Background: an optimization exercise with open tools, aiming at small area, a short achievable clock period and few clock cycles. Do not read the settings as production practice.
Where RTL was checked, it was by simulation tests only, not by an equivalence proof against the original.
No activity file was given, so power comes from the tool's default toggle rates.

Setup of run a:
==> flow/design.v <==
module tans_enc (
    input  wire        clk,
    input  wire        rst,         
    input  wire        in_valid,
    output wire        in_ready,
    input  wire        in_init,     
    input  wire [7:0]  in_sym,
    input  wire [4:0]  in_lane,
    output wire        t_rd,
    output wire [7:0]  t_addr,
    input  wire [11:0] t_freq,
    input  wire [11:0] t_cum,
    output reg         w_valid,
    output wire [15:0] w_data,
    output wire        idle,
    output reg         sym_err,     
    output reg  [7:0]  err_sym,     
    input  wire [4:0]  x_lane,
    output wire [26:0] x_out
);
    localparam LOG2M = 11;
    localparam [26:0] M = 27'd1 << LOG2M;
    localparam integer S = 4;
    localparam R4 = 1;                
    function integer nb;
        input integer k;
        begin
            case (k)
            1: nb = 4;
            2: nb = 4;
            3: nb = 4;
            4: nb = 4;
            default: nb = 0;
            endcase
        end
    endfunction
    function [27:0] dstep;
        input [11:0] r;
        input [15:0] dq;
        input [11:0] f;
        reg   [12:0] t;
        reg   [13:0] d;
        begin
            t = {r, dq[15]};
            d = {1'b0, t} - {2'b00, f};
            if (!d[13]) dstep = {d[11:0], dq[14:0], 1'b1};
            else        dstep = {t[11:0], dq[14:0], 1'b0};
        end
    endfunction
    function [27:0] dstep4;
        input [11:0] r;
        input [15:0] dq;
        input [11:0] f;
        input [13:0] f3;
        reg   [13:0] t;
        reg   [14:0] d1, d2, d3;
        begin
            t  = {r, dq[15:14]};
            d1 = {1'b0, t} - {3'b000, f};
            d2 = {1'b0, t} - {2'b00, f, 1'b0};
            d3 = {1'b0, t} - {1'b0, f3};
            if (!d3[14])      dstep4 = {d3[11:0], dq[13:0], 2'b11};
            else if (!d2[14]) dstep4 = {d2[11:0], dq[13:0], 2'b10};
            else if (!d1[14]) dstep4 = {d1[11:0], dq[13:0], 2'b01};
            else              dstep4 = {t[11:0],  dq[13:0], 2'b00};
        end
    endfunction
    reg  [27*32-1:0] xs;                 
    reg        v1;
    reg [4:0]  lane1;
    reg [S:1]      vd;
    reg [5*S-1:0]  laned;
    reg [12*S-1:0] fd, cd, rd;
    reg [14*S-1:0] f3d;                  
    reg [16*S-1:0] dqd;
    reg            nw1;
    reg  busy;
    reg        wbv;
    reg [4:0]  wblane;
    reg [15:0] wbq;
    reg [11:0] wbr, wbc;
    reg hazard;
    integer k;
    always @* begin
        hazard = v1 && lane1 == in_lane;
        for (k = 1; k <= S; k = k + 1)
            hazard = hazard | (vd[k] && laned[5*(k-1) +: 5] == in_lane);
    end
    assign idle     = !busy;
    assign in_ready = in_init ? !busy : !hazard;
    wire   accept   = in_valid && in_ready;
    assign t_rd   = in_valid && !in_init;
    assign t_addr = in_sym;
    wire [4:0]  ra    = busy ? lane1 : x_lane;
    reg  [26:0] x_cur;
    integer n;
    always @* begin
        x_cur = 27'd0;
        for (n = 0; n < 32; n = n + 1)
            x_cur = x_cur | (xs[27*n +: 27] & {27{ra == n}});
    end
    assign x_out = x_cur;
    wire        f_ok   = t_freq != 12'd0;
    wire        need_w = {1'b0, x_cur[26:16]} >= t_freq;
    wire [26:0] x1     = {rd[10:0], dqd[15:0]};
    assign w_data = x1[15:0];
    wire [27:0] x_ren  = nw1 ? {17'd0, x1[26:16]} : {1'b0, x1};
    reg [28*S-1:0] dq_out;
    always @* begin : div
        reg [27:0] q;
        integer g;
        for (g = 1; g <= S; g = g + 1) begin
            q = (g == 1) ? x_ren : {rd[12*(g-1) +: 12], dqd[16*(g-1) +: 16]};
            if (R4) begin
                for (k = 0; k < nb(g) / 2; k = k + 1)
                    q = dstep4(q[27:16], q[15:0], fd[12*(g-1) +: 12], f3d[14*(g-1) +: 14]);
                if (nb(g) % 2)
                    q = dstep(q[27:16], q[15:0], fd[12*(g-1) +: 12]);
            end else begin
                for (k = 0; k < nb(g); k = k + 1)
                    q = dstep(q[27:16], q[15:0], fd[12*(g-1) +: 12]);
            end
            dq_out[28*(g-1) +: 28] = q;
        end
    end
    wire [27:0] qs    = dq_out[28*(S-1) +: 28];
    always @(posedge clk) begin
        lane1 <= in_lane;
        laned <= {laned[5*(S-1)-1:0], lane1};
        fd    <= {fd[12*(S-1)-1:0], t_freq};
        cd    <= {cd[12*(S-1)-1:0], 1'b0, t_cum[10:0]};
        f3d   <= {f3d[14*(S-1)-1:0], 1'b0, {1'b0, t_freq} + {t_freq, 1'b0}};
        for (k = 1; k < S; k = k + 1) begin
            rd[12*k +: 12]  <= {1'b0, dq_out[28*(k-1) + 16 +: 11]};
            dqd[16*k +: 16] <= dq_out[28*(k-1) +: 16];
        end
        rd[11:0]  <= {1'b0, x_cur[26:16]};
        dqd[15:0] <= x_cur[15:0];
        nw1       <= need_w;
        wblane    <= laned[5*(S-1) +: 5];
        wbq       <= qs[15:0];
        wbr       <= {1'b0, qs[26:16]};
        wbc       <= cd[12*(S-1) +: 12];
        if (rst) begin
            v1      <= 1'b0;
            vd      <= {S{1'b0}};
            busy    <= 1'b0;
            wbv     <= 1'b0;
            w_valid <= 1'b0;
            sym_err <= 1'b0;
            err_sym <= 8'd0;
        end else begin
            v1 <= accept && !in_init;
            vd <= {vd[S-1:1], v1 && f_ok};
            wbv  <= vd[S];
            busy <= (accept && !in_init) || (v1 && f_ok) || (|vd);
            w_valid <= v1 && f_ok && need_w;
            if (v1 && !f_ok && !sym_err)
                sym_err <= 1'b1;
            else if (!sym_err && accept && !in_init)
                err_sym <= in_sym;
            if (accept && in_init) begin
                sym_err <= 1'b0;
                err_sym <= 8'd0;
            end
        end
    end
    wire        init_we = !rst && accept && in_init;
    wire        upd_we  = !rst && wbv;
    wire [10:0] x_lo    = wbc[10:0] + wbr[10:0];
    wire [26:0] x_new   = {wbq, x_lo};
    wire [26:0] wbus    = init_we ? M : x_new;
    genvar j;
    generate
        for (j = 0; j < 32; j = j + 1) begin : lanes
            always @(posedge clk)
                if (init_we || (upd_we && wblane == j))
                    xs[27*j +: 27] <= wbus;
        end
    endgenerate
endmodule
Settings: LEC_CHECK=0, CAP_MARGIN=20, CORE_MARGIN=2, CORE_UTILIZATION=40, CTS_CLUSTER_DIAMETER=120, CTS_CLUSTER_SIZE=22, SETUP_SLACK_MARGIN=3.5, SLEW_MARGIN=20; clock period 10.0 ns.
run.sh (not shown) runs the stock make flow with config.mk's settings and CLKGATE_MAP_FILE= SYNTH_SCRIPT=/design/flow/synth_recipe.tcl, a recipe that flattens the netlist after the stock synthesis.
Setup changes, run a to run b
--- a/flow/design.v
+++ b/flow/design.v
@@ -65,12 +65,13 @@
             else              dstep4 = {t[11:0],  dq[13:0], 2'b00};
         end
     endfunction
     reg  [27*32-1:0] xs;                 
     reg        v1;
     reg [4:0]  lane1;
+    reg [7:0]  sym1;
     reg [S:1]      vd;
     reg [5*S-1:0]  laned;
     reg [12*S-1:0] fd, cd, rd;
     reg [14*S-1:0] f3d;                  
     reg [16*S-1:0] dqd;
     reg            nw1;
@@ -123,26 +124,27 @@
             dq_out[28*(g-1) +: 28] = q;
         end
     end
     wire [27:0] qs    = dq_out[28*(S-1) +: 28];
     always @(posedge clk) begin
         lane1 <= in_lane;
+        sym1  <= in_sym;
         laned <= {laned[5*(S-1)-1:0], lane1};
         fd    <= {fd[12*(S-1)-1:0], t_freq};
-        cd    <= {cd[12*(S-1)-1:0], 1'b0, t_cum[10:0]};
-        f3d   <= {f3d[14*(S-1)-1:0], 1'b0, {1'b0, t_freq} + {t_freq, 1'b0}};
+        cd    <= {cd[12*(S-1)-1:0], t_cum};
+        f3d   <= {f3d[14*(S-1)-1:0], {2'b00, t_freq} + {1'b0, t_freq, 1'b0}};
         for (k = 1; k < S; k = k + 1) begin
-            rd[12*k +: 12]  <= {1'b0, dq_out[28*(k-1) + 16 +: 11]};
+            rd[12*k +: 12]  <= dq_out[28*(k-1) + 16 +: 12];
             dqd[16*k +: 16] <= dq_out[28*(k-1) +: 16];
         end
         rd[11:0]  <= {1'b0, x_cur[26:16]};
         dqd[15:0] <= x_cur[15:0];
         nw1       <= need_w;
         wblane    <= laned[5*(S-1) +: 5];
         wbq       <= qs[15:0];
-        wbr       <= {1'b0, qs[26:16]};
+        wbr       <= qs[27:16];
         wbc       <= cd[12*(S-1) +: 12];
         if (rst) begin
             v1      <= 1'b0;
             vd      <= {S{1'b0}};
             busy    <= 1'b0;
             wbv     <= 1'b0;
@@ -152,26 +154,25 @@
         end else begin
             v1 <= accept && !in_init;
             vd <= {vd[S-1:1], v1 && f_ok};
             wbv  <= vd[S];
             busy <= (accept && !in_init) || (v1 && f_ok) || (|vd);
             w_valid <= v1 && f_ok && need_w;
-            if (v1 && !f_ok && !sym_err)
+            if (v1 && !f_ok && !sym_err) begin
                 sym_err <= 1'b1;
-            else if (!sym_err && accept && !in_init)
-                err_sym <= in_sym;
+                err_sym <= sym1;
+            end
             if (accept && in_init) begin
                 sym_err <= 1'b0;
                 err_sym <= 8'd0;
             end
         end
     end
     wire        init_we = !rst && accept && in_init;
     wire        upd_we  = !rst && wbv;
-    wire [10:0] x_lo    = wbc[10:0] + wbr[10:0];
-    wire [26:0] x_new   = {wbq, x_lo};
+    wire [26:0] x_new   = {wbq, 11'd0} + {15'd0, wbc} + {15'd0, wbr};
     wire [26:0] wbus    = init_we ? M : x_new;
     genvar j;
     generate
         for (j = 0; j < 32; j = j + 1) begin : lanes
             always @(posedge clk)
                 if (init_we || (upd_we && wblane == j))
[summary]
Run b completed end to end with timing, DRC and antenna clean.
Run b vs. run a: count of cells resized by post-cts repair picked up an extra 0.43%, final core utilization picked up an extra 0.20 points, total power picked up an extra 11%.
Area of the mapped netlist ended up about 3.2% higher on run b than on run a.
Between run a and run b, share of post-route cells with drive strength above 1 decreased.
Looking at post-route minimum period, run b sits 9.3 ps above run a.
Switching part of the total power for run b is higher than for run a.
Diff run a -> run b: height of the chip grew by 1.6%, setup slack shrank by 9.3 ps, met2 layer wire length in the routed design grew by 4.8 mm.
Compared with run a, run b shows total detailed-routing wirelength that has gone up by a few percent.
Compared run b vs run a, and final layout net count is up in run b.
Testbench counts of run b, summed over its fixed seeds: cycles 5,190.
For run a, only the layout was checked, not whether the RTL still works.

[what the ideal ports hide]
In the flow no input, the clock included, has a driving cell. The finished layouts below were timed again as built, in two steps. Step 1 assumes that a clkbuf_16 drives the clock port and a buf_2 every other input. Step 2 moves the port delays by t, midway between the first and last clock arrival at a register: inputs arrive t later, outputs are due t later. That takes back most of the time a late clock gives input paths. Slacks: ideal ports / drivers / drivers and shift; pairs: ideal ports / drivers.
| run | t (ns) | slack for setup (ns) | hold slack, ns | latest minus earliest clock arrival (ns) |
|---|---|---|---|---|
| run a | 0.777 | 3.522 / 3.503 / 3.503 | 0.324 / 0.324 / 0.324 | 0.053 / 0.052 |
| run b | 0.770 | 3.513 / 3.491 / 2.779 | 0.318 / 0.318 / 0.318 | 0.064 / 0.065 |
After both steps setup and hold are still met in every run listed. The setup slack of run b, which loses most, moves by -0.022 ns with the drivers and by -0.734 ns with both steps.
